Background: an optimization exercise with open tools, aiming at small area, a short achievable clock period and few clock cycles. Do not read the settings as production practice.
Function was checked by simulation only, so behaviour that the tests miss may differ from the original.
No activity file was given, so power comes from the tool's default toggle rates.

<file path="design/flow/run.sh">
#!/bin/bash
# synth_recipe.tcl (not shown) runs the flow's synth.tcl, then flattens the netlist and writes it again
# the make line also repeats each setting of config.mk as NAME=value (left out here)
make -C /OpenROAD-flow-scripts/flow DESIGN_CONFIG=/design/flow/config.mk WORK_HOME=/design/flow/orfs CLKGATE_MAP_FILE= SYNTH_SCRIPT=/design/flow/synth_recipe.tcl finish
</file>
<file path="design/flow/config.mk">
export PLATFORM = sky130hd
export DESIGN_NAME = pl_ramp
export DESIGN_NICKNAME = pl_ramp
export VERILOG_FILES = /design/flow/design.v
export SDC_FILE = /design/flow/constraint.sdc
export NUM_CORES = 4
export LEC_CHECK = 0
export CAP_MARGIN = 20
export CORE_MARGIN = 2
export CORE_UTILIZATION = 25
export SLEW_MARGIN = 20
</file>
<file path="design/flow/constraint.sdc">
create_clock -name core_clock -period 55.0 [get_ports {clk}]
set_input_delay 11.0000 -clock core_clock [delete_from_list [all_inputs] [get_ports {clk}]]
set_output_delay 11.0000 -clock core_clock [all_outputs]
set_load 0.01 [all_outputs]
</file>
<file path="design/flow/design.v">
module f64_round (
    input         sign,
    input  [68:0] pn,
    input  [11:0] pexp,
    output [63:0] result,
    output        is_inf
);
    wire [52:0] m    = pn[68:16];
    wire        up   = pn[15] && ((|pn[14:0]) || pn[16]);
    wire [53:0] mr   = {1'b0, m} + {53'd0, up};
    wire [11:0] ex   = pexp + {11'd0, mr[53]};
    wire        norm = mr[53] || mr[52];
    assign is_inf = ex >= 12'd2047;
    assign result = is_inf ? {sign, 11'h7FF, 52'd0}
                           : {sign, norm ? ex[10:0] : 11'd0, mr[51:0]};
endmodule
module f64_mul_nat (
    input  [68:0] pn,
    input  [68:0] sg,
    input  [11:0] pexp,
    output [68:0] pn_next,
    output [68:0] sg_next,
    output [11:0] pexp_next
);
    wire [69:0] s  = {1'b0, pn} + {1'b0, sg};
    wire        up = s[69];
    assign pn_next   = up ? s[69:1] : s[68:0];
    assign sg_next   = up ? {1'b0, sg[68:1]} : sg;
    assign pexp_next = pexp + {11'd0, up};
endmodule
module f64_add_order (
    input  [62:0] a,
    input  [62:0] b,
    output        a_big,
    output [5:0]  shift
);
    assign a_big = a >= b;
    wire [10:0] xa = {a[62:53], a[52] | ~|a[62:52]};
    wire [10:0] xb = {b[62:53], b[52] | ~|b[62:52]};
    wire [10:0] d  = a_big ? xa - xb : xb - xa;
    assign shift = (|d[10:6] || d[5:0] > 6'd56) ? 6'd56 : d[5:0];
endmodule
module f64_add_align (
    input  [63:0] a,
    input  [63:0] b,
    input         b_nan,
    input         b_inf,
    input         a_big,       
    input  [5:0]  ds,          
    output [56:0] sum,
    output [10:0] x_big,
    output        s_big,
    output        r_nan,       
    output        r_inf,       
    output        r_sign,
    output        r_zero       
);
    wire        sa = a[63];
    wire        sb = b[63];
    wire [10:0] ea = a[62:52];
    wire [51:0] fa = a[51:0];
    wire a_nan = (&ea) && (|fa);
    wire a_inf = (&ea) && !(|fa);
    wire        mag_eq = a[62:0] == b[62:0];
    wire [62:0] big = a_big ? a[62:0] : b[62:0];
    wire [62:0] sml = a_big ? b[62:0] : a[62:0];
    wire        sub = sa ^ sb;
    wire [10:0] eB = big[62:52];
    wire        hB = |eB;
    wire        hS = |sml[62:52];
    wire [10:0] xB = {eB[10:1], eB[0] | !hB};
    wire [52:0] mB = {hB, big[51:0]};
    wire [52:0] mS = {hS, sml[51:0]};
    wire [55:0] sml_sh = {mS, 3'b000} >> ds;
    reg  [52:0] st_mask;
    integer j;
    always @* begin
        for (j = 0; j < 53; j = j + 1)
            st_mask[j] = (j + 3 < ds);
    end
    wire        sml_st = |(mS & st_mask);
    wire [55:0] sml_al = {sml_sh[55:1], sml_sh[0] | sml_st};
    assign sum = sub ? ({1'b0, mB, 3'b000} - {1'b0, sml_al})
                     : ({1'b0, mB, 3'b000} + {1'b0, sml_al});
    assign x_big  = xB;
    assign s_big  = a_big ? sa : sb;
    assign r_nan  = a_nan || b_nan || (a_inf && b_inf && sub);
    assign r_inf  = a_inf || b_inf;
    assign r_sign = a_inf ? sa : sb;
    assign r_zero = mag_eq && sub;
endmodule
module f64_add_norm (
    input  [56:0] sum,
    input  [10:0] x_big,
    input         s_big,
    input         r_nan,
    input         r_inf,
    input         r_sign,
    input         r_zero,
    output [63:0] result
);
    integer j;
    wire        carry = sum[56];
    reg  [55:0] lim;
    always @* begin
        for (j = 0; j < 56; j = j + 1)
            lim[j] = ({5'd0, x_big} == 16'd56 - j);
    end
    wire [55:0] lz_in = sum[55:0] | lim;
    reg  [5:0]  lz;
    always @* begin
        lz = 6'd0;
        for (j = 0; j < 56; j = j + 1)
            if (lz_in[j]) lz = 6'd55 - j;
    end
    wire [55:0] y   = carry ? {sum[56:2], sum[1] | sum[0]} : (sum[55:0] << lz);
    wire [11:0] ex  = carry ? {1'b0, x_big} + 12'd1 : {1'b0, x_big} - {6'd0, lz};
    wire [52:0] mant = y[55:3];
    wire        up   = y[2] && (y[1] || y[0] || y[3]);
    wire [53:0] mr   = {1'b0, mant} + {53'd0, up};
    wire [11:0] ex2  = ex + {11'd0, mr[53]};
    wire        norm = mr[53] || mr[52];
    wire        ovf  = ex2 >= 12'd2047;
    assign result = r_nan  ? 64'h7FF8000000000000 :
                    r_inf  ? {r_sign, 11'h7FF, 52'd0} :
                    r_zero ? 64'd0 :
                    ovf    ? {s_big, 11'h7FF, 52'd0} :
                             {s_big, norm ? ex2[10:0] : 11'd0, mr[51:0]};
endmodule
module pl_ramp (
    input             clk,
    input             rst,
    input             seg_valid,
    output            seg_ready,
    input      [63:0] seg_value,
    input      [63:0] seg_slope,
    input      [15:0] seg_len,
    output            out_valid,
    input             out_ready,
    output     [63:0] out_data
);
    reg        busy;
    reg        last;       
    reg [15:0] cnt;        
    reg [63:0] value;
    reg        sx;
    reg        x_nan;      
    reg [68:0] pn;         
    reg [68:0] sg;
    reg [11:0] pexp;
    reg [63:0] prod;       
    reg        p_nan;
    reg        p_inf;
    reg        a_big;      
    reg [5:0]  ds;         
    reg        v2;
    reg [56:0] sum2;
    reg [10:0] xb2;
    reg        sb2;
    reg        nan2, inf2, sgn2, zero2;
    reg        ov;
    reg [63:0] od;
    reg        sv;
    reg [63:0] sd;
    wire [68:0] pn_next;
    wire [68:0] sg_next;
    wire [11:0] pexp_next;
    f64_mul_nat u_acc (
        .pn       (pn),
        .sg       (sg),
        .pexp     (pexp),
        .pn_next  (pn_next),
        .sg_next  (sg_next),
        .pexp_next(pexp_next)
    );
    wire [63:0] prod_next;
    wire        prod_big;
    f64_round u_round (
        .sign  (sx),
        .pn    (pn),
        .pexp  (pexp),
        .result(prod_next),
        .is_inf(prod_big)
    );
    wire       a_big_n;
    wire [5:0] ds_n;
    f64_add_order u_order (
        .a    (value[62:0]),
        .b    (prod_next[62:0]),
        .a_big(a_big_n),
        .shift(ds_n)
    );
    wire [56:0] sum_a;
    wire [10:0] xb_a;
    wire        sb_a, nan_a, inf_a, sgn_a, zero_a;
    f64_add_align u_align (
        .a     (value),
        .b     (prod),
        .b_nan (p_nan),
        .b_inf (p_inf),
        .a_big (a_big),
        .ds    (ds),
        .sum   (sum_a),
        .x_big (xb_a),
        .s_big (sb_a),
        .r_nan (nan_a),
        .r_inf (inf_a),
        .r_sign(sgn_a),
        .r_zero(zero_a)
    );
    wire [63:0] res;
    f64_add_norm u_norm (
        .sum   (sum2),
        .x_big (xb2),
        .s_big (sb2),
        .r_nan (nan2),
        .r_inf (inf2),
        .r_sign(sgn2),
        .r_zero(zero2),
        .result(res)
    );
    wire adv   = !sv;
    wire issue = busy && adv;
    wire take  = seg_ready;    
    wire       s_exp_max = &seg_slope[62:52];
    wire       s_hid     = |seg_slope[62:52];
    always @(posedge clk) begin
        if (take) begin
            cnt   <= seg_len;
            last  <= seg_len == 16'd1;
            value <= seg_value;
            sx    <= seg_slope[63];
            x_nan <= s_exp_max && (|seg_slope[51:0]);
            pn    <= {s_hid, seg_slope[51:0], 16'd0};
            sg    <= {s_hid, seg_slope[51:0], 16'd0};
            pexp  <= {1'b0, seg_slope[62:53], seg_slope[52] | !s_hid};
            prod  <= s_exp_max ? 64'h7FF8000000000000 : {seg_slope[63], 63'd0};
            p_nan <= s_exp_max;
            p_inf <= 1'b0;
            a_big <= 1'b1;
            ds    <= 6'd0;
        end else if (issue) begin
            cnt   <= cnt - 16'd1;
            last  <= cnt == 16'd2;
            pn    <= pn_next;
            sg    <= sg_next;
            pexp  <= pexp_next;
            prod  <= x_nan ? 64'h7FF8000000000000 : prod_next;
            p_nan <= x_nan;
            p_inf <= prod_big && !x_nan;
            a_big <= a_big_n;
            ds    <= ds_n;
        end
        if (rst)
            busy <= 1'b0;
        else if (take)
            busy <= seg_valid && (seg_len != 16'd0);
        else if (issue && last)
            busy <= 1'b0;
        if (adv) begin
            sum2  <= sum_a;
            xb2   <= xb_a;
            sb2   <= sb_a;
            nan2  <= nan_a;
            inf2  <= inf_a;
            sgn2  <= sgn_a;
            zero2 <= zero_a;
        end
        if (rst) begin
            v2 <= 1'b0;
            ov <= 1'b0;
            sv <= 1'b0;
        end else begin
            if (adv)
                v2 <= issue;
            if (!ov || out_ready) begin
                ov <= sv || v2;
                sv <= 1'b0;
            end else if (adv && v2) begin
                sv <= 1'b1;
            end
        end
        if (!ov || out_ready)
            od <= sv ? sd : res;
        if (adv && v2 && ov && !out_ready)
            sd <= res;
    end
    assign seg_ready = !busy || (last && !sv);
    assign out_valid = ov;
    assign out_data  = od;
endmodule
</file>
==> results of run 1 <==
==> metrics by stage <==
stage               utilization  cells  area, um2
finish                    0.285   8453      56400
detailed placement        0.275   8338      54400
CTS                       0.285   8448      56300
global route              0.285   8451      56400
global placement          0.275   8338      54400
floorplan                     -   5789      49800
==> report_power, final <==
group	internal, mW	switching, mW
clock network	0.226	0.176
logic	0.586	1.06
registers	0.551	0.169
==> sequential cells by signal (all words and copies together), names as in the netlist, 6 cells and up <==
register  count
xb2          11
sum2         57
cnt          16
pn           69
od           64
sg           69
pexp         12
sd           64
value        64
prod         64
ds            6
==> final cells by class <==
type / count / area [um2]
clock inverters: 38 / 368
flip-flops and latches: 511 / 14900
repair buffers: 294 / 2750
inverters: 216 / 818
fillers: 20900 / 141000
well taps: 2640 / 3300
clock buffers: 72 / 1560
diodes: 3 / 7.51
multi-input cells: 4679 / 32700
==> critical path: stages, from the launching register on <==
cell	delay, ns
dfxtp_4	0.44
inv_4	0.37
a21boi_2	0.10
buf_4	0.23
inv_6	0.38
clkdlybuf4s50_1	0.65
==> layout by cell type (no fill, tap or decap), types with 43 or more instances in the layout <==
cell type,Yosys,final
nand2_1,657,656
xnor2_1,186,185
o31ai_1,86,85
and3_1,43,43
or2_2,45,45
buf_4,26,80
ha_1,272,272
mux4_2,95,95
o211ai_1,49,49
nor3_1,157,155
o21ai_0,328,326
a21o_1,120,120
xor2_1,149,148
a211oi_1,105,105
nand2b_1,64,62
o21bai_1,44,44
nor2_1,536,535
nand3_1,129,129
clkdlybuf4s50_1,0,213
a31oi_1,51,51
mux2i_1,151,151
edfxtp_1,466,466
o22ai_1,45,45
nand4_1,71,71
mux2_2,113,113
inv_1,209,208
nor4_1,94,93
a21oi_1,388,388
clkbuf_16,0,60
==> worst min path at each step <==
stage	slack [ns]	end	start	cells after the start
after detailed placement	0.46	sg[0]	sg[0]	2
after CTS	0.46	sg[0]	sg[0]	2
after floorplan	0.44	sg[0]	sg[0]	2
after global routing	0.49	sg[0]	sg[0]	2
after global placement	0.45	sg[0]	sg[0]	2
final	0.47	sg[0]	sg[0]	2
==> cells by family (layout without fill, tap and decap cells) <==
| family | after synthesis | in the layout | synth area share |
|---|---|---|---|
| AO/OA/AOI/OAI | 1682 | 1682 | 0.228 |
| XOR/XNOR | 338 | 338 | 0.0602 |
| adder cells (fa/ha/maj) | 277 | 277 | 0.0703 |
| buffers and inverters | 599 | 620 | 0.0490 |
| flip-flops | 511 | 511 | 0.299 |
| multiplexers | 360 | 360 | 0.0991 |
| other | 0 | 3 | 0 |
| AND/OR/NAND/NOR | 2022 | 2022 | 0.195 |
==> layer usage <==
layer,wire length [um],vias to the layer above,global-route usage
met2,92600,2421,0.310
met1,85500,23100,0.252
met3,16000,554,0.0308
li1,-,21700,-
met5,47,-,0
met4,12500,6,0.103
==> synth_stat cells, drive strengths merged, types with 131 or more instances <==
library cell,instances,share of area
nor3,157,0.016
nand2,660,0.050
edfxtp,466,0.28
nand3,131,0.013
clkbuf,225,0.017
o21ai,361,0.036
nor2,541,0.041
xnor2,188,0.034
mux2i,152,0.031
xor2,149,0.026
inv,212,0.016
buf,158,0.016
ha,272,0.068
a21oi,388,0.039
==> results.yml, run 1 <==
global_routing:
  grt_pass1_wl_um: 303000
  antenna_found_initial: 10
  first_global_vias: 45400
  grt_overflow: 0
  grt_start_max_net_pins: 147
  grt_util_all_layers: 0.195
pwr:
  fin_total_pwr_mw: 2.77
  p_leak_nw: 21.2
  power_density_nw_per_um2: 49.1
  max-vdd-ir-drop_uv: 34.0
worst_setup_path:
  r2r_start: "xb2[10]"
  crit_start: "sv"
  r2r_setup_slack_ns: 42.83
  cp_max_fo: 67
  critPathCapture: "seg_ready"
  cp.arrival_ns: 2.96
  critPathKind: "reg2out"
  cp-start-kind: "register"
  r2r_end: "od[10]"
  reg2regPathDepth: 31
  end_kind: "output pin"
  cp.required_ns: 44.00
clocking:
  cts_setup_buffers: 0
  cts-root-buf: "clkbuf_16"
  cts_num_sinks: 511
  cts_tree: "yes"
  cts.htree.levels: 2
  ctsHoldBuffers: 0
  path_clk_slew_ns: 0.06
  numCtsBuffers: 59
  clk_path_buf_depth: 3
  clk_latency_ns: 0.70
  cts.repair.resized: 0
floorplan:
  start_util: 0.252
  pin_count: 214
  coreArea_um2: 198000
  rows: 163
  die_h_um: 450
  die_area_um2: 203000
  fp.dieW_um: 450
timing:
  slew_headroom: 0.178
  hold_viol: 0
  grt_setup_unrepaired: "no"
  setup_viol: 0
  worst_pin_slew_ns: 1.22
  finalClockSkew_ns: 0.0476
  min_period_over_period: 0.254
  fin_ws_ns: 41.04
  slew_violations: 0
  fmax_ghz: 0.0716
  min_period_ns: 13.96
  holdWs_ns: 0.466
  fin_setup_tns_ns: 0
logic_synthesis:
  ys.flop_type: "edfxtp_1"
  syn-mean-instance-area_um2: 8.61
  synth_cell_types: 123
  ys_seq_area_frac: 0.299
  syn_inst: 5789
  syn-num-nets: 6214
  yosys_warnings: 3
  ys_ff_latch: 511
  syn-cell-area_um2: 49800
  synth_edf_count: 466
  synthArstFlopShare: 0
place:
  place_hpwl_um: 158000
  gp_congestion: 1.01
  dpl_worst_slack_ns: 41.50
  io_buffer_count: 213
final_layout:
  syn2layout_area_growth_pct: 13.2
  drive_above_1_share: 0.0923
  nNetsFinal: 6186
route:
  wl_per_cell_um: 24.4
  routed_via_density: 5.66
  drt_drc_violations_left: 0
  dr.pass1.iters: 9
  routed_wl_um: 207000
  via_count: 47800
  postRouteAntennaNets: 0
  drtIter0Drc: 5103
outcome:
  status: "complete, no violations"
hold_path:
  hold_path_class: "reg2reg"
flow_run:
  timing.max_cap.violations: 0
Testbench counts, summed over its fixed seeds: cycles 127,448.
==> run 2, diff against run 1 <==
--- a/design/flow/design.v
+++ b/design/flow/design.v
@@ -36,3 +36,16 @@
 );
-    assign a_big = a >= b;
+    reg [63:0] gt, eq;
+    integer i, l;
+    always @* begin
+        for (i = 0; i < 64; i = i + 1) begin
+            gt[i] = (i < 63) ? (a[i] && !b[i]) : 1'b0;
+            eq[i] = (i < 63) ? (a[i] == b[i]) : 1'b1;
+        end
+        for (l = 1; l < 64; l = l * 2)
+            for (i = 0; i < 64; i = i + 2 * l) begin
+                gt[i] = gt[i + l] || (eq[i + l] && gt[i]);
+                eq[i] = eq[i + l] && eq[i];
+            end
+    end
+    assign a_big = gt[0] || eq[0];
     wire [10:0] xa = {a[62:53], a[52] | ~|a[62:52]};
@@ -55,3 +68,3 @@
     output        r_sign,
-    output        r_zero       
+    output        sub          
 );
@@ -63,6 +76,5 @@
     wire a_inf = (&ea) && !(|fa);
-    wire        mag_eq = a[62:0] == b[62:0];
     wire [62:0] big = a_big ? a[62:0] : b[62:0];
     wire [62:0] sml = a_big ? b[62:0] : a[62:0];
-    wire        sub = sa ^ sb;
+    assign      sub = sa ^ sb;
     wire [10:0] eB = big[62:52];
@@ -89,3 +101,2 @@
     assign r_sign = a_inf ? sa : sb;
-    assign r_zero = mag_eq && sub;
 endmodule
@@ -98,3 +109,3 @@
     input         r_sign,
-    input         r_zero,
+    input         sub,
     output [63:0] result
@@ -123,7 +134,7 @@
     wire        ovf  = ex2 >= 12'd2047;
+    wire        sign = s_big && !(sub && sum == 57'd0);
     assign result = r_nan  ? 64'h7FF8000000000000 :
                     r_inf  ? {r_sign, 11'h7FF, 52'd0} :
-                    r_zero ? 64'd0 :
-                    ovf    ? {s_big, 11'h7FF, 52'd0} :
-                             {s_big, norm ? ex2[10:0] : 11'd0, mr[51:0]};
+                    ovf    ? {sign, 11'h7FF, 52'd0} :
+                             {sign, norm ? ex2[10:0] : 11'd0, mr[51:0]};
 endmodule
@@ -150,3 +161,3 @@
     reg [11:0] pexp;
-    reg [63:0] prod;       
+    reg [62:0] prod;       
     reg        p_nan;
@@ -159,4 +170,6 @@
     reg        sb2;
-    reg        nan2, inf2, sgn2, zero2;
+    reg        nan2, inf2, sgn2, sub2;
     reg        ov;
+    reg        ov_q;       
+    reg        rdy_q;      
     reg [63:0] od;
@@ -194,6 +207,6 @@
     wire [10:0] xb_a;
-    wire        sb_a, nan_a, inf_a, sgn_a, zero_a;
+    wire        sb_a, nan_a, inf_a, sgn_a, sub_a;
     f64_add_align u_align (
         .a     (value),
-        .b     (prod),
+        .b     ({sx, prod}),
         .b_nan (p_nan),
@@ -208,3 +221,3 @@
         .r_sign(sgn_a),
-        .r_zero(zero_a)
+        .sub   (sub_a)
     );
@@ -218,3 +231,3 @@
         .r_sign(sgn2),
-        .r_zero(zero2),
+        .sub   (sub2),
         .result(res)
@@ -223,5 +236,14 @@
     wire issue = busy && adv;
-    wire take  = seg_ready;    
+    wire take  = !busy || (last && !sv);    
     wire       s_exp_max = &seg_slope[62:52];
     wire       s_hid     = |seg_slope[62:52];
+    wire out_free = !ov || out_ready;
+    wire busy_n   = rst  ? 1'b0 :
+                    take ? seg_valid && (seg_len != 16'd0) :
+                           busy && !(issue && last);
+    wire last_n   = take  ? seg_len == 16'd1 :
+                    issue ? cnt == 16'd2 :
+                            last;
+    wire sv_n     = !rst && !out_free && (sv || v2);
+    wire ov_n     = !rst && (out_free ? sv || v2 : 1'b1);
     always @(posedge clk) begin
@@ -229,3 +251,2 @@
             cnt   <= seg_len;
-            last  <= seg_len == 16'd1;
             value <= seg_value;
@@ -236,3 +257,3 @@
             pexp  <= {1'b0, seg_slope[62:53], seg_slope[52] | !s_hid};
-            prod  <= s_exp_max ? 64'h7FF8000000000000 : {seg_slope[63], 63'd0};
+            prod  <= 63'd0;
             p_nan <= s_exp_max;
@@ -243,3 +264,2 @@
             cnt   <= cnt - 16'd1;
-            last  <= cnt == 16'd2;
             pn    <= pn_next;
@@ -247,3 +267,3 @@
             pexp  <= pexp_next;
-            prod  <= x_nan ? 64'h7FF8000000000000 : prod_next;
+            prod  <= prod_next[62:0];
             p_nan <= x_nan;
@@ -253,8 +273,8 @@
         end
-        if (rst)
-            busy <= 1'b0;
-        else if (take)
-            busy <= seg_valid && (seg_len != 16'd0);
-        else if (issue && last)
-            busy <= 1'b0;
+        busy <= busy_n;
+        last <= last_n;
+        sv   <= sv_n;
+        ov   <= ov_n;
+        rdy_q <= !busy_n || (last_n && !sv_n);
+        ov_q  <= ov_n;
         if (adv) begin
@@ -266,25 +286,15 @@
             sgn2  <= sgn_a;
-            zero2 <= zero_a;
+            sub2  <= sub_a;
         end
-        if (rst) begin
+        if (rst)
             v2 <= 1'b0;
-            ov <= 1'b0;
-            sv <= 1'b0;
-        end else begin
-            if (adv)
-                v2 <= issue;
-            if (!ov || out_ready) begin
-                ov <= sv || v2;
-                sv <= 1'b0;
-            end else if (adv && v2) begin
-                sv <= 1'b1;
-            end
-        end
-        if (!ov || out_ready)
+        else if (adv)
+            v2 <= issue;
+        if (out_free)
             od <= sv ? sd : res;
-        if (adv && v2 && ov && !out_ready)
+        if (!sv)
             sd <= res;
     end
-    assign seg_ready = !busy || (last && !sv);
-    assign out_valid = ov;
+    assign seg_ready = rdy_q;
+    assign out_valid = ov_q;
     assign out_data  = od;
==> run 2 against run 1 <==
Flip-flop and latch count stayed put; clock skew is 0.017 ns higher; clock power is 9.7% higher; critical endpoint is now out_data[27]; synthesized cell count is 2.4% higher; sequential power is 1% lower.
==> results.yml, run 2 <==
timing:
  fin_ws_ns: 42.19
  min_period_ns: 12.81
  setup_viol: 0
  holdWs_ns: 0.470
  worst_pin_slew_ns: 1.11
  finalClockSkew_ns: 0.0644
  hold_viol: 0
  slew_violations: 0
  fin_setup_tns_ns: 0
  grt_setup_unrepaired: "no"
  slew_headroom: 0.253
  min_period_over_period: 0.233
  fmax_ghz: 0.0781
worst_setup_path:
  critPathKind: "reg2out"
  path_cells: "clkdlybuf4s50_1"
  cp_slowest_stage_delay_ns: 0.60
  cp_max_fo: 1
  crit_buf_inv: 1
  end_kind: "output pin"
  path_delay_family: "buffers and inverters"
  cp-start-kind: "register"
  cp.arrival_ns: 1.81
  cp.required_ns: 44.00
  cp_slowest_cell: "clkdlybuf4s50_1"
logic_synthesis:
  synth_top_family_by_area: "compound AO/OA/AOI/OAI gates"
  syn-mean-instance-area_um2: 8.27
  ys_top_cells_by_count: "nand2_1, nor2_1, a21oi_1"
  syn-cell-area_um2: 49000
  synthDominantCellAreaShare: 0.206
  synth_edf_count: 337
  synthTopCellsByArea: "edfxtp_1, dfxtp_1, ha_1, nand2_1, a21oi_1"
  yosys.area.top_type: "edfxtp_1"
  synth-simple-area-share: 0.209
  yosys_warnings: 4
  synthArstFlopShare: 0
  synthAdderAreaFrac: 0.0721
  synth_cell_types: 124
  synth_xor_area_frac: 0.0454
  synth_compound_area_frac: 0.233
  syn-num-nets: 6354
  yosysMostFrequentCell: "nand2_1"
  ys_ff_latch: 511
  synth_mux_area_frac: 0.112
  ys.flop_type: "edfxtp_1"
  ys_seq_area_frac: 0.277
  syn_inst: 5929
hold_path:
  hold_path_class: "reg2reg"
global_routing:
  grt_pass1_wl_um: 307000
  grt_start_max_net_pins: 156
  first_global_vias: 46500
  grt_overflow: 0
  grt_util_all_layers: 0.203
  antenna_found_initial: 3
final_layout:
  final_area_um2: 55900
  drive_above_1_share: 0.0943
  final_cell_mix: "nand2_1, nor2_1, a21oi_1"
  nNetsFinal: 6341
  mostFrequentLayoutCell: "nand2_1"
  syn2layout_area_growth_pct: 13.9
  num-fill-cells: 20900
  reg_top3: "pn x69, sg x69"
clocking:
  cts_num_sinks: 511
  cts.repair.resized: 0
  cts-root-buf: "clkbuf_16"
  ctsHoldBuffers: 0
  cts.htree.levels: 3
  path_clk_slew_ns: 0.05
  cts_tree: "yes"
  clk_latency_ns: 0.71
  numCtsBuffers: 66
  cts_setup_buffers: 0
  clk_path_buf_depth: 3
route:
  via_count: 48600
  wl_per_cell_um: 24.5
  drtIter0Drc: 5015
  routed_via_density: 5.65
  postRouteAntennaNets: 0
  dr.pass1.iters: 6
  routed_wl_um: 211000
  drt_drc_violations_left: 0
place:
  gp_congestion: 1.02
  io_buffer_count: 213
  dpl_worst_slack_ns: 42.05
  place_hpwl_um: 159000
  placed_area_um2: 53700
floorplan:
  die_h_um: 447
  die_area_um2: 200000
  coreArea_um2: 195000
  start_util: 0.251
  pin_count: 214
  rows: 162
  fp.dieW_um: 447
flow_run:
  timing.max_cap.violations: 0
pwr:
  max-vdd-ir-drop_uv: 44.6
  fin_total_pwr_mw: 2.88
  power_density_nw_per_um2: 51.5
  p_leak_nw: 21.5
outcome:
  status: "complete, no violations"
run 2: cell count changes after synthesis, sizes merged, moves of 50 or more:
| cell | before | now |
|---|---|---|
| nor2b | 37 | 96 |
| dfxtp | 45 | 174 |
| nand2 | 660 | 743 |
| edfxtp | 466 | 337 |
| nor2 | 541 | 491 |
| xor2 | 149 | 86 |
run 2: cell families (layout without fill, tap and decap cells):
| logic type | count (synthesis) | count (layout) |
|---|---|---|
| simple gates | 2140 | 2140 |
| other cells | 0 | 3 |
| flops | 511 | 511 |
| fa+ha+maj | 280 | 280 |
| mux | 422 | 422 |
| xor+xnor | 252 | 252 |
| compound gates | 1710 | 1710 |
| buf+inv | 614 | 655 |
run 2: power by group:
group	internal (mW)	total, mW	switching [mW]
combinational	0.604	1.73	1.12
sequential	0.550	0.710	0.160
clock	0.252	0.440	0.188
total	1.41	2.88	1.47
run 2: final timing paths:
check	start	to	slack, ns	cells after the start
setup / recovery	od[27]	out_data[27]	42.19	1
hold / removal	sd[28]	sd[28]	0.47	2
setup reg to reg	xb2[4]	od[27]	43.12	32
hold reg to reg	sd[28]	sd[28]	0.47	2
run 2: layout make-up:
cell class | instances | area [um2] | area share
multi-input combinational | 4804 | 33100 | 0.592
sequential | 511 | 13600 | 0.244
tap | 2624 | 3280 | 0.0588
timing repair buffer | 313 | 2900 | 0.0518
clock buffer | 95 | 1920 | 0.0343
inverter | 220 | 831 | 0.0149
clock inverter | 27 | 267 | 0.00477
antenna | 3 | 7.51 | 0.000134
run 2: per-layer routing:
| metal | track usage | wire length [um] | vias to the layer above |
|---|---|---|---|
| met3 | 0.0323 | 15400 | 534 |
| met2 | 0.333 | 96400 | 2387 |
| met1 | 0.255 | 85800 | 23600 |
| li1 | - | - | 22100 |
| met5 | 0 | 12 | - |
| met4 | 0.109 | 12900 | 2 |
run 2: stage by stage:
step	utilization	std cells
after floorplan	-	5929
after global placement	0.275	8472
after detailed placement	0.275	8472
after CTS	0.286	8594
after global routing	0.286	8594
final	0.287	8597
Testbench counts of run 2, summed over its fixed seeds: cycles 127,448.
==> run 3, diff against run 2 <==
--- a/design/flow/design.v
+++ b/design/flow/design.v
@@ -68,3 +68,4 @@
     output        r_sign,
-    output        sub          
+    output        sub,         
+    output reg [5:0] lz        
 );
@@ -96,2 +97,13 @@
                      : ({1'b0, mB, 3'b000} + {1'b0, sml_al});
+    reg  [55:0] lim;
+    always @* begin
+        for (j = 0; j < 56; j = j + 1)
+            lim[j] = ({5'd0, xB} == 16'd56 - j);
+    end
+    wire [55:0] lz_in = sum[55:0] | lim;
+    always @* begin
+        lz = 6'd0;
+        for (j = 0; j < 56; j = j + 1)
+            if (lz_in[j]) lz = 6'd55 - j;
+    end
     assign x_big  = xB;
@@ -110,18 +122,6 @@
     input         sub,
+    input  [5:0]  lz,
     output [63:0] result
 );
-    integer j;
     wire        carry = sum[56];
-    reg  [55:0] lim;
-    always @* begin
-        for (j = 0; j < 56; j = j + 1)
-            lim[j] = ({5'd0, x_big} == 16'd56 - j);
-    end
-    wire [55:0] lz_in = sum[55:0] | lim;
-    reg  [5:0]  lz;
-    always @* begin
-        lz = 6'd0;
-        for (j = 0; j < 56; j = j + 1)
-            if (lz_in[j]) lz = 6'd55 - j;
-    end
     wire [55:0] y   = carry ? {sum[56:2], sum[1] | sum[0]} : (sum[55:0] << lz);
@@ -171,2 +171,3 @@
     reg        nan2, inf2, sgn2, sub2;
+    reg [5:0]  lz2;
     reg        ov;
@@ -208,2 +209,3 @@
     wire        sb_a, nan_a, inf_a, sgn_a, sub_a;
+    wire [5:0]  lz_a;
     f64_add_align u_align (
@@ -221,3 +223,4 @@
         .r_sign(sgn_a),
-        .sub   (sub_a)
+        .sub   (sub_a),
+        .lz    (lz_a)
     );
@@ -232,2 +235,3 @@
         .sub   (sub2),
+        .lz    (lz2),
         .result(res)
@@ -287,2 +291,3 @@
             sub2  <= sub_a;
+            lz2   <= lz_a;
         end
==> design/flow/flow/run.sh (new file) <==
#!/bin/bash
# Layout flow: the standard layout, with the port buffers that placement
# inserts on every input and output made buf_2 cells (the standard flow
# picks a clkdlybuf4s50_1 delay cell). Everything else is the standard flow.
set -e
export BUFFER_PORTS_ARGS="-buffer_cell sky130_fd_sc_hd__buf_2"
bash standard.sh > standard.log 2>&1
==> design/flow/standard.sh (new file) <==
#!/bin/bash
# synth_recipe.tcl (not shown) runs the flow's synth.tcl, then flattens the netlist and writes it again
# the make line also repeats each setting of config.mk as NAME=value (left out here)
make -C /OpenROAD-flow-scripts/flow DESIGN_CONFIG=/design/flow/config.mk WORK_HOME=/design/flow/orfs CLKGATE_MAP_FILE= SYNTH_SCRIPT=/design/flow/synth_recipe.tcl "${@:-finish}"
removed: design/flow/run.sh
==> run 3 against run 2 <==
Still clean; wire length down 23%; sequential power is 6.6% lower; maximum frequency rose by 4.5%; clock skew is 0.00065 ns higher; clock-buffer cell count shrank 20; hold slack worse by 0.0048 ns; sequential share of layout area is 2.7 points higher; flip-flop and latch count is 6 higher; core utilization shrank 0.49 points; worst setup slack improved by 0.55 ns; final cell count is 9.7% lower; critical endpoint is now out_valid.
==> results.yml, run 3 <==
outcome:
  status: "complete, no violations"
timing:
  hold_viol: 0
  fin_setup_tns_ns: 0
  setup_viol: 0
  finalClockSkew_ns: 0.0650
  fmax_ghz: 0.0816
  slew_violations: 0
  slew_headroom: 0.297
  grt_setup_unrepaired: "no"
  min_period_ns: 12.26
  min_period_over_period: 0.223
  holdWs_ns: 0.465
  worst_pin_slew_ns: 1.04
floorplan:
  die_area_um2: 186000
  pin_count: 214
  die_h_um: 432
  rows: 156
  fp.dieW_um: 432
  start_util: 0.252
  coreArea_um2: 181000
worst_setup_path:
  cp_max_fo: 2
  cp_slowest_cell: "dfxtp_1"
  cp.required_ns: 44.00
  cp-start-kind: "register"
  path_delay_family: "flip-flops"
  path_cells: "buf_2"
  critPathKind: "reg2out"
  crit_buf_inv: 1
  cp_slowest_stage_delay_ns: 0.39
  cp.arrival_ns: 1.26
  end_kind: "output pin"
place:
  gp_congestion: 0.952
  place_hpwl_um: 127000
  io_buffer_count: 213
  placed_area_um2: 49000
global_routing:
  use_met1: 0.232
  grt_overflow: 0
  grt_pass1_wl_um: 244000
  busiest_layer: "met2"
  grt_util_all_layers: 0.167
  antenna_found_initial: 6
  grt_start_max_net_pins: 93
  grt_use_met3: 0.0213
  first_global_vias: 39700
  met2_usage: 0.264
route:
  wl_per_cell_um: 20.9
  drt_drc_violations_left: 0
  routed_via_density: 5.39
  routed_wl_um: 162000
  via_count: 41800
  postRouteAntennaNets: 0
  drtIter0Drc: 3689
  dr.pass1.iters: 6
pwr:
  fin_total_pwr_mw: 2.43
  max-vdd-ir-drop_uv: 27.5
  p_leak_nw: 20.4
  power_density_nw_per_um2: 47.7
logic_synthesis:
  synth_cell_types: 107
  synth_top_family_by_area: "compound AO/OA/AOI/OAI gates"
  synth_mux_area_frac: 0.127
  ys_ff_latch: 517
  synth_xor_area_frac: 0.0516
  synthDominantCellAreaShare: 0.225
  synth_edf_count: 343
  syn-cell-area_um2: 45700
  synth_compound_area_frac: 0.203
  ys_seq_area_frac: 0.302
  ys.flop_type: "edfxtp_1"
  yosys.area.top_type: "edfxtp_1"
  syn_inst: 5309
  synthTopCellsByArea: "edfxtp_1, dfxtp_1, ha_1, mux4_2, nand2_1"
  syn-mean-instance-area_um2: 8.61
  synth-simple-area-share: 0.195
  yosysMostFrequentCell: "nand2_1"
  ys_top_cells_by_count: "nand2_1, a21oi_1, nor2_1"
  synthArstFlopShare: 0
  synthAdderAreaFrac: 0.0771
  syn-num-nets: 5734
  yosys_warnings: 3
final_layout:
  syn2layout_area_growth_pct: 11.6
  drive_above_1_share: 0.128
  diodes: 0
  mostFrequentLayoutCell: "nand2_1"
  nNetsFinal: 5767
  finish.utilization: 0.282
  reg_top3: "pn x69, sg x69"
  final_cell_mix: "nand2_1, a21oi_1, nor2_1"
  final_area_um2: 51000
clocking:
  cts.repair.resized: 0
  cts_tree: "yes"
  path_clk_slew_ns: 0.07
  clk_latency_ns: 0.71
  cts_setup_buffers: 0
  clk_path_buf_depth: 3
  cts.htree.levels: 2
  numCtsBuffers: 56
  cts-root-buf: "clkbuf_16"
  ctsHoldBuffers: 0
  cts_num_sinks: 517
hold_path:
  hold_path_class: "reg2reg"
flow_run:
  timing.max_cap.violations: 0
==> run 3: final cells by class <==
type / instances / area [um2]
Sequential cell: 517 / 13800
Clock buffer: 75 / 1590
Timing Repair Buffer: 275 / 1530
Clock inverter: 31 / 388
Fill cell: 19200 / 130000
Inverter: 208 / 791
Tap cell: 2370 / 2970
Multi-Input combinational cell: 4284 / 29900
==> run 3: stage by stage <==
step,setup WS [ns],cells
finish,42.74,7760
global route,42.68,7760
CTS,42.68,7759
detailed placement,42.42,7653
global placement,42.41,7653
floorplan,41.92,5309
==> run 3: report_power, final <==
part           internal, mW  switching (mW)  total [mW]  leakage, nW
clock network         0.229           0.174       0.404        0.963
logic                 0.534           0.831        1.37         14.3
registers             0.554           0.109       0.663         5.12
total                  1.32            1.12        2.43         20.4
==> run 3: worst paths after layout <==
check | from | to | slack (ns) | depth (start not counted)
setup / recovery | ov_q | out_valid | 42.74 | 1
hold / removal | sg[0] | sg[0] | 0.47 | 2
setup reg to reg | pn[16] | ds[2] | 43.86 | 40
hold reg to reg | sg[0] | sg[0] | 0.47 | 2
==> run 3: per-layer routing <==
| layer | wire, um | share of wire |
|---|---|---|
| met3 | 10700 | 0.066 |
| met1 | 73100 | 0.45 |
| met5 | 40 | 0.00025 |
| met4 | 6240 | 0.038 |
| met2 | 72300 | 0.45 |
==> run 3: logic make-up after synthesis <==
logic type | count (synthesis)
flip-flops | 517
buffers and inverters | 508
adder cells (fa/ha/maj) | 279
AND/OR/NAND/NOR | 1895
XOR/XNOR | 269
AO/OA/AOI/OAI | 1437
multiplexers | 404
Testbench counts of run 3, summed over its fixed seeds: cycles 127,448.
==> run 4, diff against run 3 <==
--- a/design/flow/design.v
+++ b/design/flow/design.v
@@ -95,4 +95,5 @@
     wire [55:0] sml_al = {sml_sh[55:1], sml_sh[0] | sml_st};
-    assign sum = sub ? ({1'b0, mB, 3'b000} - {1'b0, sml_al})
-                     : ({1'b0, mB, 3'b000} + {1'b0, sml_al});
+    wire [57:0] sum_c = {1'b0, mB, 3'b000, 1'b1}
+                      + {sub, sml_al ^ {56{sub}}, sub};
+    assign sum = sum_c[57:1];
     reg  [55:0] lim;
@@ -127,3 +128,3 @@
     wire [55:0] y   = carry ? {sum[56:2], sum[1] | sum[0]} : (sum[55:0] << lz);
-    wire [11:0] ex  = carry ? {1'b0, x_big} + 12'd1 : {1'b0, x_big} - {6'd0, lz};
+    wire [11:0] ex  = {1'b0, x_big} + (carry ? 12'd0 : {6'h3F, ~lz}) + 12'd1;
     wire [52:0] mant = y[55:3];
--- a/design/flow/config.mk
+++ b/design/flow/config.mk
@@ -9,3 +9,5 @@
 export CORE_MARGIN = 2
-export CORE_UTILIZATION = 25
+export CORE_UTILIZATION = 50
+export CTS_CLUSTER_DIAMETER = 150
+export CTS_CLUSTER_SIZE = 20
 export SLEW_MARGIN = 20
==> run 4 against run 3 <==
Still clean; power is 6.5% lower; core utilization is 26 points higher; register-to-register slack better by 1.0 ns; hold slack better by 0.0049 ns; synthesized area is 5.5% lower; synthesized cell count is 7.1% lower; maximum frequency is 0.73% higher; clock skew is 0.014 ns lower; first-iteration DRC count is 5.0% higher; flip-flop and latch count stayed put; global-route usage is 16 points higher; combinational power hardly changed; critical endpoint is now out_data[57].
==> results.yml, run 4 <==
timing:
  fmax_ghz: 0.0822
  hold_viol: 0
  slew_headroom: 0.290
  grt_setup_unrepaired: "no"
  min_period_ns: 12.17
  setup_viol: 0
  holdWs_ns: 0.470
  finalClockSkew_ns: 0.0512
  worst_pin_slew_ns: 1.05
  min_period_over_period: 0.221
  slew_violations: 0
  fin_setup_tns_ns: 0
pwr:
  power_density_nw_per_um2: 49.5
  p_seq_frac: 0.292
  max-vdd-ir-drop_uv: 35.0
  p_comb_frac: 0.603
  p_switching_mw: 1.09
  p_leak_nw: 18.7
  clkPwrFrac: 0.105
  internal_power_mw: 1.19
  p_sw_frac: 0.478
route:
  dr.max_layer_used: "met5"
  wl_per_cell_um: 24.6
  routed_via_density: 6.30
  postRouteAntennaNets: 0
  drt_drc_violations_left: 0
  met3RoutedLength_um: 13400
  dr.pass1.iters: 6
  dr_wl_met2_um: 69800
  drtIter0Drc: 3873
  m1WireLength_um: 62200
  via_count: 38700
  routed_wl_um: 151000
clocking:
  clk_latency_ns: 0.65
  cts-root-buf: "clkbuf_16"
  path_clk_slew_ns: 0.09
  cts_setup_buffers: 0
  cts_tree: "yes"
  cts_num_sinks: 517
  ctsHoldBuffers: 0
  cts.repair.resized: 0
  numCtsBuffers: 30
  clk_path_buf_depth: 3
  cts.htree.levels: 1
place:
  gp_congestion: 1.01
  placed_area_um2: 45100
  io_buffer_count: 213
  place_hpwl_um: 118000
logic_synthesis:
  synthDominantCellAreaShare: 0.238
  syn-num-nets: 5309
  syn-mean-instance-area_um2: 8.76
  synthArstFlopShare: 0
  ys_top_cells_by_count: "nand2_1, nor2_1, a21oi_1"
  synth_cell_types: 118
  synth_edf_count: 343
  ys_seq_area_frac: 0.319
  syn-cell-area_um2: 43200
  syn_inst: 4930
  yosys.area.top_type: "edfxtp_1"
  yosysMostFrequentCell: "nand2_1"
  ys_ff_latch: 517
  synthTopCellsByArea: "edfxtp_1, dfxtp_1, ha_1, nand2_1, mux2i_1"
  ys.flop_type: "edfxtp_1"
  yosys_warnings: 3
worst_setup_path:
  cp.required_ns: 44.00
  cp.arrival_ns: 1.17
  path_delay_family: "flip-flops"
  crit_buf_inv: 1
  path_cells: "buf_2"
  crit_start: "od[57]"
  cp_slowest_stage_delay_ns: 0.41
  r2r_start: "lz2[1]"
  cp_slowest_cell: "edfxtp_1"
  cp-start-kind: "register"
  end_kind: "output pin"
  critPathKind: "reg2out"
  cp_max_fo: 1
floorplan:
  fp.dieW_um: 298
  die_area_um2: 88800
  pin_count: 214
  start_util: 0.506
  die_h_um: 298
  rows: 107
  coreArea_um2: 85400
final_layout:
  drive_above_1_share: 0.120
  nNetsFinal: 5345
  final_area_um2: 46000
  syn2layout_area_growth_pct: 6.41
  multiInputGateArea_um2: 27900
  mostFrequentLayoutCell: "nand2_1"
  num-fill-cells: 8223
  reg_top3: "pn x69, sg x69"
  final_cell_mix: "nand2_1, nor2_1, a21oi_1"
  seqCellArea_um2: 13800
global_routing:
  grt_util_all_layers: 0.327
  grt_overflow: 0
  antenna_found_initial: 6
  first_global_vias: 36300
  grt_start_max_net_pins: 96
  grt_pass1_wl_um: 225000
flow_run:
  timing.max_cap.violations: 0
hold_path:
  hold_path_class: "reg2reg"
  min_from: "v2"
outcome:
  status: "complete, no violations"
run 4: changes by cell type after synthesis, moves of 32 or more:
cell	change
a21oi_1	-54
ha_1	-45
inv_1	-71
mux2_2	+40
mux2i_1	+32
mux4_2	-47
nand2_1	-49
nor3_1	-40
run 4: area by class of cell:
| cell class | count | area share |
|---|---|---|
| antenna | 4 | 0.000218 |
| multi-input combinational | 4019 | 0.606 |
| sequential | 517 | 0.300 |
| clock buffer | 51 | 0.0185 |
| clock inverter | 3 | 0.000626 |
| tap | 1144 | 0.0311 |
| inverter | 130 | 0.0107 |
| timing repair buffer | 268 | 0.0322 |
run 4: path summary, 6_finish.rpt:
| check | endpoint | slack (ns) | cells past startpoint |
|---|---|---|---|
| setup / recovery | out_data[57] | 42.83 | 1 |
| hold / removal | v2 | 0.47 | 2 |
| setup reg to reg | od[5] | 44.90 | 33 |
| hold reg to reg | v2 | 0.47 | 2 |
run 4: kinds of logic after synthesis:
group                    synth area share
buffers and inverters              0.0374
flip-flops                          0.319
AO/OA/AOI/OAI                       0.196
multiplexers                        0.129
adder cells (fa/ha/maj)            0.0685
XOR/XNOR                           0.0604
AND/OR/NAND/NOR                     0.190
run 4: power groups by stage:
stage	Sequential, mW	Combinational, mW	Clock [mW]
after global placement	0.669	1.35	0
after CTS	0.661	1.35	0.244
after detailed placement	0.669	1.35	0
after floorplan	0.625	0.974	0
final	0.664	1.37	0.240
after global routing	0.670	1.49	0.257
run 4: routing by layer:
| metal | global-route usage | vias up |
|---|---|---|
| met4 | 0.108 | 4 |
| li1 | - | 18300 |
| met2 | 0.532 | 1489 |
| met3 | 0.0742 | 255 |
| met5 | 0 | - |
| met1 | 0.431 | 18600 |
run 4: per-stage QoR:
stage                      util  cells  setup WS (ns)  power, mW
after floorplan               -   4930          41.92       1.60
after global placement    0.528   6078          42.17       2.01
after detailed placement  0.528   6078          42.16       2.01
after CTS                 0.538   6132          42.80       2.26
after global routing      0.538   6134          42.79       2.42
final                     0.538   6136          42.83       2.28
Testbench counts of run 4, summed over its fixed seeds: cycles 127,448.
==> run 5, diff against run 4 <==
--- a/design/flow/design.v
+++ b/design/flow/design.v
@@ -52,3 +52,5 @@
     wire [10:0] xb = {b[62:53], b[52] | ~|b[62:52]};
-    wire [10:0] d  = a_big ? xa - xb : xb - xa;
+    wire [11:0] dab = {1'b0, xa} - {1'b0, xb};
+    wire [10:0] dba = xb - xa;
+    wire [10:0] d   = dab[11] ? dba : dab[10:0];
     assign shift = (|d[10:6] || d[5:0] > 6'd56) ? 6'd56 : d[5:0];
--- a/design/flow/config.mk
+++ b/design/flow/config.mk
@@ -7,2 +7,3 @@
 export LEC_CHECK = 0
+export ABC_AREA = 1
 export CAP_MARGIN = 20
@@ -10,4 +11,2 @@
 export CORE_UTILIZATION = 50
-export CTS_CLUSTER_DIAMETER = 150
-export CTS_CLUSTER_SIZE = 20
 export SLEW_MARGIN = 20
==> run 5 against run 4 <==
Critical path depth did not move; synthesized area decreased by 3.7%; design area fell by 1.4%; clock-buffer cell count is 31 higher; wire length shrank 2.8%; still clean.
==> results.yml, run 5 <==
pwr:
  power_density_nw_per_um2: 51.1
  max-vdd-ir-drop_uv: 35.5
  fin_total_pwr_mw: 2.31
  p_leak_nw: 20.6
worst_setup_path:
  cp-start-kind: "register"
  r2r_end: "od[43]"
  crit_start: "od[40]"
  r2r_setup_slack_ns: 43.86
  cp.depth: 1
  critPathKind: "reg2out"
  cp.arrival_ns: 1.18
  cp_max_fo: 1
  reg2regPathDepth: 49
  cp_slowest_stage_delay_ns: 0.38
  crit_buf_inv: 1
  end_kind: "output pin"
  path_cells: "buf_2"
  cp_slowest_cell: "edfxtp_1"
  critPathCapture: "out_data[40]"
  cp.required_ns: 44.00
  r2r_start: "lz2[1]"
  path_delay_family: "flip-flops"
floorplan:
  rows: 105
  coreArea_um2: 82200
  die_area_um2: 85500
  fp.dieW_um: 292
  start_util: 0.506
  die_h_um: 292
  pin_count: 214
route:
  drtIter0Drc: 3403
  drt_drc_violations_left: 0
  postRouteAntennaNets: 0
  wl_per_cell_um: 20.7
  routed_via_density: 5.77
  routed_wl_um: 147000
  dr.pass1.iters: 7
  via_count: 40800
timing:
  min_period_ns: 12.18
  grt_setup_unrepaired: "no"
  fmax_ghz: 0.0821
  fin_setup_tns_ns: 0
  hold_viol: 0
  finalClockSkew_ns: 0.0315
  setup_viol: 0
  slew_violations: 0
  min_period_over_period: 0.221
  slew_headroom: 0.231
  worst_pin_slew_ns: 1.14
clocking:
  cts-root-buf: "clkbuf_16"
  clk_path_buf_depth: 3
  numCtsBuffers: 58
  clk_latency_ns: 0.65
  path_clk_slew_ns: 0.06
  cts.htree.levels: 2
  ctsHoldBuffers: 0
  cts.repair.resized: 0
  cts_num_sinks: 517
  cts_setup_buffers: 0
  cts_tree: "yes"
outcome:
  status: "complete, no violations"
logic_synthesis:
  yosys.area.top_type: "edfxtp_1"
  ys_ff_latch: 517
  yosys_warnings: 3
  synthTopCellsByArea: "edfxtp_1, nand2_1, dfxtp_1, ha_1, o21ai_0"
  yosysMostFrequentCell: "nand2_1"
  ys.flop_type: "edfxtp_1"
  syn_inst: 5879
  synth_cell_types: 85
  synthArstFlopShare: 0
  syn-mean-instance-area_um2: 7.08
  ys_seq_area_frac: 0.331
  syn-num-nets: 6258
  synth_edf_count: 343
  ys_top_cells_by_count: "nand2_1, inv_1, o21ai_0"
  synthDominantCellAreaShare: 0.248
  syn-cell-area_um2: 41600
final_layout:
  num-fill-cells: 8226
  nNetsFinal: 6329
  final_area_um2: 45300
  drive_above_1_share: 0.0820
  multiInputGateArea_um2: 24500
  seqCellArea_um2: 13800
  stdcell_count: 7075
  finish.utilization: 0.551
  syn2layout_area_growth_pct: 8.91
  final_cell_mix: "nand2_1, inv_1, o21ai_0"
  reg_top3: "pn x69, sg x69"
  mostFrequentLayoutCell: "nand2_1"
place:
  placed_area_um2: 43400
  gp_congestion: 1.05
  dp.cells: 6960
  place_hpwl_um: 115000
  io_buffer_count: 213
global_routing:
  grt_start_max_net_pins: 105
  grt_pass1_wl_um: 223000
  grt_util_all_layers: 0.335
  first_global_vias: 38300
  grt_overflow: 0
  antenna_found_initial: 4
hold_path:
  hold_path_class: "reg2reg"
flow_run:
  timing.max_cap.violations: 0
run 5: cell count changes in the layout (fill, tap and decap cells not counted), sizes merged, moves of 110 or more:
cell and change:
nand2 +875, inv +466, nand3 +282, o21ai +267, mux2i -149, mux2 -140
xnor2 -127, a21o -110
run 5: kinds of logic (layout without fill, tap and decap cells):
group,after synthesis,after routing,share of synthesized area
other cells,0,5,0
flops,517,517,0.331
mux,61,61,0.0147
compound gates,1328,1328,0.184
fa+ha+maj,231,231,0.0702
xor+xnor,229,229,0.0482
simple gates,2654,2654,0.272
buf+inv,859,980,0.0803
run 5: cell type report:
type / instances / area share
flip-flops and latches: 517 / 0.304
well taps: 1070 / 0.0295
diodes: 5 / 0.000276
multi-input cells: 4503 / 0.541
clock inverters: 28 / 0.00629
inverters: 601 / 0.0499
clock buffers: 82 / 0.0358
repair buffers: 269 / 0.0328
run 5: per-layer routing:
metal | GRT usage | vias to the layer above | part of all wire
met2 | 0.565 | 1354 | 0.47
met5 | 0 | - | 0
met1 | 0.415 | 18900 | 0.41
met4 | 0.186 | 0 | 0.062
li1 | - | 20200 | -
met3 | 0.0445 | 280 | 0.061
run 5: through the flow:
stage	setup WS [ns]	hold slack (ns)
after floorplan	42.29	0.418
after global placement	42.40	0.444
after detailed placement	42.43	0.442
after CTS	42.78	0.460
after global routing	42.76	0.487
final	42.82	0.459
run 5: how the worst min path moves through the flow:
| stage | start | end | slack, ns | cells past startpoint |
|---|---|---|---|---|
| floorplan | sd[47] | sd[47] | 0.42 | 2 |
| global placement | sd[13] | sd[13] | 0.44 | 2 |
| detailed placement | sd[13] | sd[13] | 0.44 | 2 |
| CTS | sd[47] | sd[47] | 0.46 | 2 |
| global route | sd[7] | sd[7] | 0.49 | 2 |
| finish | sd[47] | sd[47] | 0.46 | 2 |
run 5: power breakdown:
| group | total [mW] | leakage [nW] | internal, mW | switching [mW] |
|---|---|---|---|---|
| registers | 0.630 | 5.11 | 0.548 | 0.0823 |
| clock network | 0.389 | 0.927 | 0.222 | 0.167 |
| logic | 1.30 | 14.6 | 0.405 | 0.891 |
Testbench counts of run 5, summed over its fixed seeds: cycles 127,448.
==> run 6, diff against run 5 <==
--- a/design/flow/design.v
+++ b/design/flow/design.v
@@ -52,5 +52,3 @@
     wire [10:0] xb = {b[62:53], b[52] | ~|b[62:52]};
-    wire [11:0] dab = {1'b0, xa} - {1'b0, xb};
-    wire [10:0] dba = xb - xa;
-    wire [10:0] d   = dab[11] ? dba : dab[10:0];
+    wire [10:0] d  = a_big ? xa - xb : xb - xa;
     assign shift = (|d[10:6] || d[5:0] > 6'd56) ? 6'd56 : d[5:0];
==> design/flow/run.sh (new file) <==
#!/bin/bash
# synth_recipe.tcl (not shown) runs the flow's synth.tcl, then flattens the netlist and writes it again
# the make line also repeats each setting of config.mk as NAME=value (left out here)
make -C /OpenROAD-flow-scripts/flow DESIGN_CONFIG=/design/flow/config.mk WORK_HOME=/design/flow/orfs CLKGATE_MAP_FILE= SYNTH_SCRIPT=/design/flow/synth_recipe.tcl finish
--- a/design/flow/config.mk
+++ b/design/flow/config.mk
@@ -7,6 +7,5 @@
 export LEC_CHECK = 0
-export ABC_AREA = 1
 export CAP_MARGIN = 20
 export CORE_MARGIN = 2
-export CORE_UTILIZATION = 50
+export CORE_UTILIZATION = 25
 export SLEW_MARGIN = 20
removed: design/flow/flow/run.sh
removed: design/flow/standard.sh
==> run 6 against run 5 <==
Clock skew grew 0.026 ns; clock power up 4%; flip-flop and latch count is the same; sequential power increased by 4.3%; synthesized area up 3.8%; critical path type unchanged; worst setup slack worse by 0.46 ns; first-iteration DRC count grew 4.2%; critical endpoint is now out_valid; global-route usage is 17 points lower; final cell count is 4.2% higher.
==> results.yml, run 6 <==
outcome:
  status: "complete, no violations"
logic_synthesis:
  syn-cell-area_um2: 43200
  syn-mean-instance-area_um2: 8.76
  ys_top_cells_by_count: "nand2_1, nor2_1, a21oi_1"
  ys.flop_type: "edfxtp_1"
  synth_cell_types: 118
  yosys.area.top_type: "edfxtp_1"
  ys_seq_area_frac: 0.319
  syn-num-nets: 5309
  yosysMostFrequentCell: "nand2_1"
  synthArstFlopShare: 0
  ys_ff_latch: 517
  synthDominantCellAreaShare: 0.238
  synth_edf_count: 343
  synthTopCellsByArea: "edfxtp_1, dfxtp_1, ha_1, nand2_1, mux2i_1"
  yosys_warnings: 3
  syn_inst: 4930
clocking:
  cts.repair.resized: 0
  ctsHoldBuffers: 0
  path_clk_slew_ns: 0.06
  cts_setup_buffers: 0
  cts_num_sinks: 517
  clk_path_buf_depth: 3
  cts_tree: "yes"
  numCtsBuffers: 59
  cts.htree.levels: 2
  cts-root-buf: "clkbuf_16"
  clk_latency_ns: 0.69
timing:
  hold_viol: 0
  grt_setup_unrepaired: "no"
  finalClockSkew_ns: 0.0574
  fin_setup_tns_ns: 0
  slew_violations: 0
  min_period_over_period: 0.230
  min_period_ns: 12.64
  fmax_ghz: 0.0791
  setup_viol: 0
  slew_headroom: 0.297
  worst_pin_slew_ns: 1.05
final_layout:
  final_area_um2: 49600
  nNetsFinal: 5385
  syn2layout_area_growth_pct: 14.9
  seqCellArea_um2: 13800
  drive_above_1_share: 0.0906
  num-fill-cells: 18300
  multiInputGateArea_um2: 27900
  reg_top3: "pn x69, sg x69"
  mostFrequentLayoutCell: "nand2_1"
  final_cell_mix: "nand2_1, nor2_1, a21oi_1"
  stdcell_count: 7369
floorplan:
  die_area_um2: 176000
  pin_count: 214
  die_h_um: 420
  coreArea_um2: 172000
  rows: 152
  start_util: 0.252
  fp.dieW_um: 420
worst_setup_path:
  path_delay_family: "buffers and inverters"
  cp.required_ns: 44.00
  cp-start-kind: "register"
  cp.arrival_ns: 1.64
  path_cells: "clkdlybuf4s50_1"
  cp_slowest_cell: "clkdlybuf4s50_1"
  cp.depth: 1
  reg2regPathDepth: 34
  crit_buf_inv: 1
  critPathKind: "reg2out"
  cp_max_fo: 2
  cp_slowest_stage_delay_ns: 0.57
  end_kind: "output pin"
global_routing:
  grt_util_all_layers: 0.163
  antenna_found_initial: 4
  grt_start_max_net_pins: 94
  first_global_vias: 36500
  grt_overflow: 0
  grt_pass1_wl_um: 225000
place:
  placed_area_um2: 47700
  gp_congestion: 0.954
  place_hpwl_um: 116000
  dp.cells: 7255
  io_buffer_count: 213
hold_path:
  hold_path_class: "reg2reg"
  min_path_cells: 2
pwr:
  p_switching_mw: 1.10
  internal_power_mw: 1.34
  p_comb_frac: 0.566
  max-vdd-ir-drop_uv: 28.1
  clkPwrFrac: 0.165
  p_sw_frac: 0.451
  power_density_nw_per_um2: 49.2
  p_leak_nw: 19.3
  fin_total_pwr_mw: 2.44
  p_seq_frac: 0.269
route:
  wl_per_cell_um: 20.2
  drt_drc_violations_left: 0
  dr.pass1.iters: 6
  postRouteAntennaNets: 0
  routed_wl_um: 149000
  via_count: 38600
  routed_via_density: 5.24
  drtIter0Drc: 3546
flow_run:
  timing.max_cap.violations: 0
==> run 6: cell count changes in the layout (fill, tap and decap cells not counted), sizes merged, moves of 127 or more <==
cell	delta
nand2	-875
inv	-456
nand3	-282
o21ai	-267
clkdlybuf4s50	+213
buf	-203
mux2i	+149
mux2	+140
xnor2	+127
==> run 6: layout make-up <==
type,count,share of cell area
diodes,2,0.000101
clock buffers,77,0.0327
clock inverters,35,0.00701
inverters,130,0.00988
multi-input cells,4019,0.561
flip-flops and latches,517,0.278
well taps,2310,0.0582
repair buffers,279,0.0529
==> run 6: layer usage <==
metal / track usage / share of wire
met4: 0.0563 / 0.036
met3: 0.0206 / 0.062
met2: 0.257 / 0.44
met5: 0 / 0
met1: 0.230 / 0.46
==> run 6: power by group through the flow <==
stage | Sequential (mW) | Clock [mW] | Combinational (mW)
6_report | 0.657 | 0.403 | 1.38
5_1_grt | 0.668 | 0.427 | 1.52
4_1_cts | 0.654 | 0.413 | 1.37
3_5_place_dp | 0.662 | 0 | 1.36
3_3_place_gp | 0.659 | 0 | 1.35
2_1_floorplan | 0.625 | 0 | 0.974
==> run 6: final timing paths <==
kind	from	end	slack, ns
worst min-delay path	sd[44]	sd[44]	0.47
worst min register to register	sd[44]	sd[44]	0.47
worst max-delay path	ov_q	out_valid	42.36
worst max register to register	lz2[0]	od[5]	44.19
==> run 6: logic make-up after synthesis <==
kind of cell    synth area share
xor+xnor                  0.0604
flops                      0.319
fa+ha+maj                 0.0685
mux                        0.129
compound gates             0.196
buf+inv                   0.0374
simple gates               0.190
==> run 6: metrics by stage <==
step / hold slack (ns) / utilization / setup slack (ns)
after floorplan: 0.423 / - / 41.92
after global placement: 0.449 / 0.278 / 42.06
after detailed placement: 0.456 / 0.278 / 42.04
after CTS: 0.470 / 0.289 / 42.31
after global routing: 0.494 / 0.289 / 42.32
final: 0.469 / 0.289 / 42.36
Testbench counts of run 6, summed over its fixed seeds: cycles 127,448.

==> what the ideal ports hide <==
The flow's constraints put no driver on any port. The routed layouts listed below were extracted and timed again, unchanged, in two steps. Step 1: set_driving_cell puts a clkbuf_16 on clk and a buf_2 on each other input, an assumption about the parent block. Step 2 times the ports against the registers' clock, not the clock port: input delays grow and output delays shrink by t, the midpoint of the rising clock arrivals with the driver on. a / b / c = ideal / step 1 / step 2; a / b = the first two.
run	t (ns)	setup slack, ns	latest minus earliest clock arrival (ns)
run 1	0.760	41.036 / 40.954 / 41.506	0.049 / 0.048
run 2	0.764	42.190 / 42.107 / 42.067	0.065 / 0.065
run 3	0.752	42.744 / 42.669 / 42.507	0.065 / 0.065
run 4	0.694	42.833 / 42.763 / 42.260	0.056 / 0.057
run 5	0.701	42.821 / 42.754 / 42.466	0.032 / 0.031
run 6	0.736	42.359 / 42.286 / 42.095	0.058 / 0.058
After both steps setup and hold are still met in every run listed. The setup slack of run 4, which loses most, moves by -0.070 ns with the drivers and by -0.573 ns with both steps.
